Background: an optimization exercise with open tools, aiming at small area, a short achievable clock period and few clock cycles per item. Do not read the settings as production practice.
In this exercise RTL edits were held to simulation tests only and were not proved equivalent to the original.
Power figures rest on the tool's default switching activity, not on a simulated workload.

## flow/design.v (module list and top-level ports; edited modules follow where they fit)
// module fp32_mul_s1: 69 lines
// module fp32_mul_s2: 35 lines
// module fp_sigmul: 671 lines
// module fp32_add_s1: 60 lines
// module fp32_add_s2: 45 lines
// module fp_pfx_add: 30 lines
// module fp_lzc32: 14 lines
// module fp_tzc32: 14 lines
// module xover_f32: 60 lines
// module xover_engine: 168 lines
module xover_f32 (
    input  wire        clk,
    input  wire        rst,         
    input  wire        cfg_we,
    input  wire [3:0]  cfg_addr,
    input  wire [31:0] cfg_data,
    input  wire        clear,       
    input  wire        in_valid,
    output wire        in_ready,
    input  wire [31:0] in_x,
    output reg         out_valid,
    output wire [31:0] out_low,
    output wire [31:0] out_mid,
    output wire [31:0] out_high
);
  // ...
==> flow/run.sh <==
#!/bin/bash
# synth_recipe.tcl (not shown) runs the flow's synth.tcl, then flattens the netlist and writes it again
# the make line also repeats each setting of config.mk as NAME=value (left out here)
make -C /OpenROAD-flow-scripts/flow DESIGN_CONFIG=/design/flow/config.mk WORK_HOME=/design/flow/orfs CLKGATE_MAP_FILE= SYNTH_SCRIPT=/design/flow/synth_recipe.tcl finish
==> flow/config.mk <==
export PLATFORM = sky130hd
export DESIGN_NAME = xover_f32
export DESIGN_NICKNAME = xover_f32
export VERILOG_FILES = /design/flow/design.v
export SDC_FILE = /design/flow/constraint.sdc
export NUM_CORES = 4
export LEC_CHECK = 0
export ABC_AREA = 1
export CAP_MARGIN = 20
export CORE_MARGIN = 2
export CORE_UTILIZATION = 45
export SLEW_MARGIN = 70
==> flow/constraint.sdc <==
create_clock -name core_clock -period 25.0 [get_ports {clk}]
set_input_delay 5.0000 -clock core_clock [delete_from_list [all_inputs] [get_ports {clk}]]
set_output_delay 5.0000 -clock core_clock [all_outputs]
set_load 0.01 [all_outputs]
==> impl_metrics.csv, run 1 <==
group,metric,value,unit
status,status,"complete, no violations",
floorplanning,tap_cells,3150,
power,power_leader,"combinational logic",
floorplanning,ioPinCount,171,
sta,rsz0062_at_grt,"false",
drt,ant_nets,0,
power,cell_internal_pwr,7.834,mW
clock_network,clk_latency,0.83,ns
placed_design,place_inst,17340,
cells_and_area,nMultiInputCombCells,10370,
worst_hold_path,hold_end,"u_hp.sb_s2b$_DFF_P_",
placed_design,place.port_buffers,170,
synth,syn_nets,15480,
worst_setup_path,cp_data_arrival_time,9.09,ns
drt,wire_per_inst,22.89,microns
sta,fin_crit,8.397,ns
cells_and_area,drive_gt1_share,8.730,%
clock_network,cts_resized,0,
synth,syn_inst,14390,
worst_setup_path,ff2ff_setup_slack,16.60,ns
sta,max_slew_margin,65.48,%
sta,hold_violations,0,
synth,ys_ff_latch,1286,
synth,yosys.area.top_type,"dfxtp_1",
worst_setup_path,path_max_fanout,36,
synth,synth-edff-count,429,
drt,firstDrtPassIters,9,
cells_and_area,layout_commonest_cell,"nand2_1",
worst_setup_path,cp_num_buf_inv,9,
floorplanning,initial_utilization,45.17,%
grt,grt.total_usage,32.90,%
synth,synth-xor-area-share,7.344,%
worst_hold_path,holdCritStartpoint,"u_hp.lp[2]$_SDFF_PP0_",
cells_and_area,seq_cell_count,1286,
sta,setup_viol,0,
synth,ys_top_cells_by_count,"nand2_1, inv_1, o21ai_0",
power,seq_power,3.52,mW
power,p_comb,11.3,mW
grt,grt_pass1_vias,93050,
drt,wl,403400,microns
cells_and_area,seq_area_share,25.26,%
cells_and_area,nNetsFinal,15450,
synth,syn_area,106100,sq um
Testbench counts, summed over its fixed seeds: cycles 80,120, items 8,000.
==> inputs of run 2 (changes only) <==
--- a/flow/config.mk
+++ b/flow/config.mk
@@ -9,4 +9,5 @@
 export CAP_MARGIN = 20
 export CORE_MARGIN = 2
-export CORE_UTILIZATION = 45
+export CORE_UTILIZATION = 55
+export PLACE_DENSITY = 0.65
 export SLEW_MARGIN = 70
==> impl_metrics.csv, run 2 <==
group,metric,value,unit
cells_and_area,drive_gt1_share,8.757,%
sta,maxSlewViolCount,0,
clock_network,cts_resized,0,
grt,grt.total_usage,40.06,%
clock_network,clkTransAtPathRegs,0.06,ns
synth,ys.flop_type,"dfxtp_1",
worst_setup_path,crit_path_end_kind,"flip-flop",
placed_design,gp_congestion,1.049,
drt,wl,407100,microns
placed_design,place.port_buffers,170,
worst_hold_path,hp-class,"reg -> reg",
synth,synthArstFlopShare,0,%
worst_setup_path,crit_type,"reg -> reg",
worst_setup_path,worstPathRequired,25.70,ns
run,cap_violations,0,
sta,fin_crit,8.371,ns
grt,grt_pass1_vias,99080,
sta,hold_slack,0.3584,ns
clock_network,cts_tree,"yes",
floorplanning,coreArea,192200,sq um
synth,yosys.area.top_type,"dfxtp_1",
clock_network,cts_made_buffers,140,
synth,ys_ff_latch,1286,
clock_network,clk_latency,0.85,ns
synth,yosysTopAreaCellShare,16.16,%
synth,syn_nets,15480,
clock_network,clockBufferDepth,3,
grt,overflow,0,
clock_network,cts.htree.levels,4,
cells_and_area,fillers,17310,
sta,max_slew_margin,64.59,%
drt,drc_errors,0,
grt,grt_pass1_wl,605100,microns
cells_and_area,area_delta_synth_final,11.50,%
sta,hold_violations,0,
sta,rsz0062_at_grt,"false",
clock_network,cts.sinks,1286,
synth,ys_types,83,
floorplanning,die_h,443.3,microns
floorplanning,die_width,443.3,microns
cells_and_area,nNetsFinal,15440,
drt,ant_nets,0,
power,leakage,55.19,nW
drt,drtIter0Drc,13150,
clock_network,cts_hold_buf,0,
synth,synth_seq_area_share,28.30,%
floorplanning,rows,161,
synth,synth-edff-count,429,
worst_setup_path,path_max_fanout,32,
sta,finalCritPeriodShare,33.48,%
cells_and_area,final_cell_mix,"nand2_1, inv_1, o21ai_0",
placed_design,hpwl,304200,microns
cells_and_area,layout_commonest_cell,"nand2_1",
floorplanning,dieArea,196500,sq um
synth,yosysWarnings,12,
worst_setup_path,slowest_stage,"fa_1",
drt,avgViaCountPerCell,6.096,
worst_setup_path,startpoint_type,"flip-flop",
drt,firstDrtPassIters,12,
clock_network,post_cts_buffers,0,
grt,grt_max_degree,68,
cells_and_area,reg_top3,"u_hp.c (160), u_lp.c (160)",
synth,ys_top_cells_by_count,"nand2_1, inv_1, o21ai_0",
status,status,"complete, no violations",
power,power.density,145.4,nW/um^2
sta,fmax,119.5,MHz
sta,fin_skew,0.07062,ns
grt,antenna_found_initial,21,
drt,vias,103600,
sta,fin_tns_setup,0,ns
synth,synth_most_common_cell,"nand2_1",
floorplanning,ioPinCount,171,
worst_setup_path,slowest_delay,0.39,ns
drt,wire_per_inst,23.96,microns
power,vdd_drop_max,0.0003368,V
synth,syn_inst,14390,
sta,setup_viol,0,
synth,netlist_top_cells_area,"dfxtp_1, edfxtp_1, nand2_1",
clock_network,cts-root-buf,"clkbuf_16",
floorplanning,initial_utilization,55.23,%
synth,syn_area,106100,sq um
sta,timing_worst_slew_pin_value,0.5304,ns
worst_setup_path,cp_data_arrival_time,9.07,ns
synth,syn-mean-instance-area,7.378,sq um
## run 2: final timing paths
path	startpoint	endpoint	slack, ns	cells past startpoint
max	u_lp.sz[3]$_SDFF_PN1_	u_lp.ar_sum[16]$_DFF_P_	16.63	43
min	u_hp.lp[2]$_SDFF_PP0_	u_hp.sb_s2b$_DFF_P_	0.36	0
max reg2reg	u_lp.sz[3]$_SDFF_PN1_	u_lp.ar_sum[16]$_DFF_P_	16.63	43
min reg2reg	u_hp.lp[2]$_SDFF_PP0_	u_hp.sb_s2b$_DFF_P_	0.36	0
## run 2: cell type report
type	instances	area [sq um]	share of cell area (%)
Clock inverter	68	943.4	0.7972
Tap cell	2526	3161	2.671
Inverter	1987	7545	6.375
Antenna cell	5	12.51	0.01057
Sequential cell	1286	30070	25.41
Multi-Input combinational cell	10370	67400	56.95
Clock buffer	191	3988	3.369
Timing Repair Buffer	560	5226	4.416
## run 2: worst max-delay path: cells and delay by family (launching register included)
kind	cells	cell delay [ns]
and+or+nand+nor	17	2.74
buffers and inverters	9	1.10
AOI/OAI and AO/OA	11	2.57
adders and majority gates	4	1.17
DFF	1	0.33
xor gates and xnor gates	2	0.34
## run 2: cells by family after synthesis
kind of cell	after synthesis	share of synthesized area (%)
XOR/XNOR	890	7.344
multiplexers	78	0.7356
adder cells (fa/ha/maj)	1028	15.82
buffers and inverters	2736	10.03
AO/OA/AOI/OAI	2907	15.93
flip-flops	1286	28.30
AND/OR/NAND/NOR	5462	21.83
## run 2: stage by stage
step	utilization (%)	setup WS, ns	cells	cell area (sq um)	power, mW
2_1_floorplan	-	16.64	14390	106100	10.54
3_3_place_gp	57.35	15.78	16610	110200	14.04
3_5_place_dp	58.71	16.89	16710	112800	14.59
4_1_cts	61.28	16.86	16970	117800	16.81
5_1_grt	61.58	16.07	16990	118300	18.33
6_report	61.58	16.63	16990	118300	17.21
## run 2: routing by layer
layer | GRT usage [%] | vias to the layer above | wire [microns]
met5 | 0 | - | 197
met4 | 26.83 | 20 | 33040
met3 | 8.153 | 1591 | 43720
met2 | 60.69 | 6400 | 173000
met1 | 51.75 | 48420 | 157200
li1 | - | 47130 | -
## run 2: power by group
group          switching [mW]  total [mW]  internal (mW)
sequential              0.464        3.53           3.07
clock                   0.951        2.18           1.23
combinational            7.96        11.5           3.53

port drivers added, routing unchanged:
The flow's constraints put no driver on any port. The routed layouts listed below were extracted and timed again, unchanged, in two steps.
Step 1 sets driving cells, clkbuf_16 on the clock port and buf_2 on the other inputs (assumed; they add their load-dependent delay and slew).
Step 2 moves the port delays by t, midway between the first and last clock arrival at a register: inputs arrive t later, outputs are due t later. That takes back most of the time a late clock gives input paths.
a / b / c = ideal ports / drivers / drivers and shift; a / b = the first two.
| run | t (ns) | setup WS [ns] | worst setup path at the end | worst register clock-pin slew, ns | cell pins on the clock port's net |
|---|---|---|---|---|---|
| run 1 | 0.907 | 16.603 / 16.603 / 16.603 | register to register | 0.07 / 0.07 | 1 |
| run 2 | 0.886 | 16.629 / 16.629 / 16.629 | register to register | 0.08 / 0.08 | 1 |
After both steps every run listed still meets setup and hold.
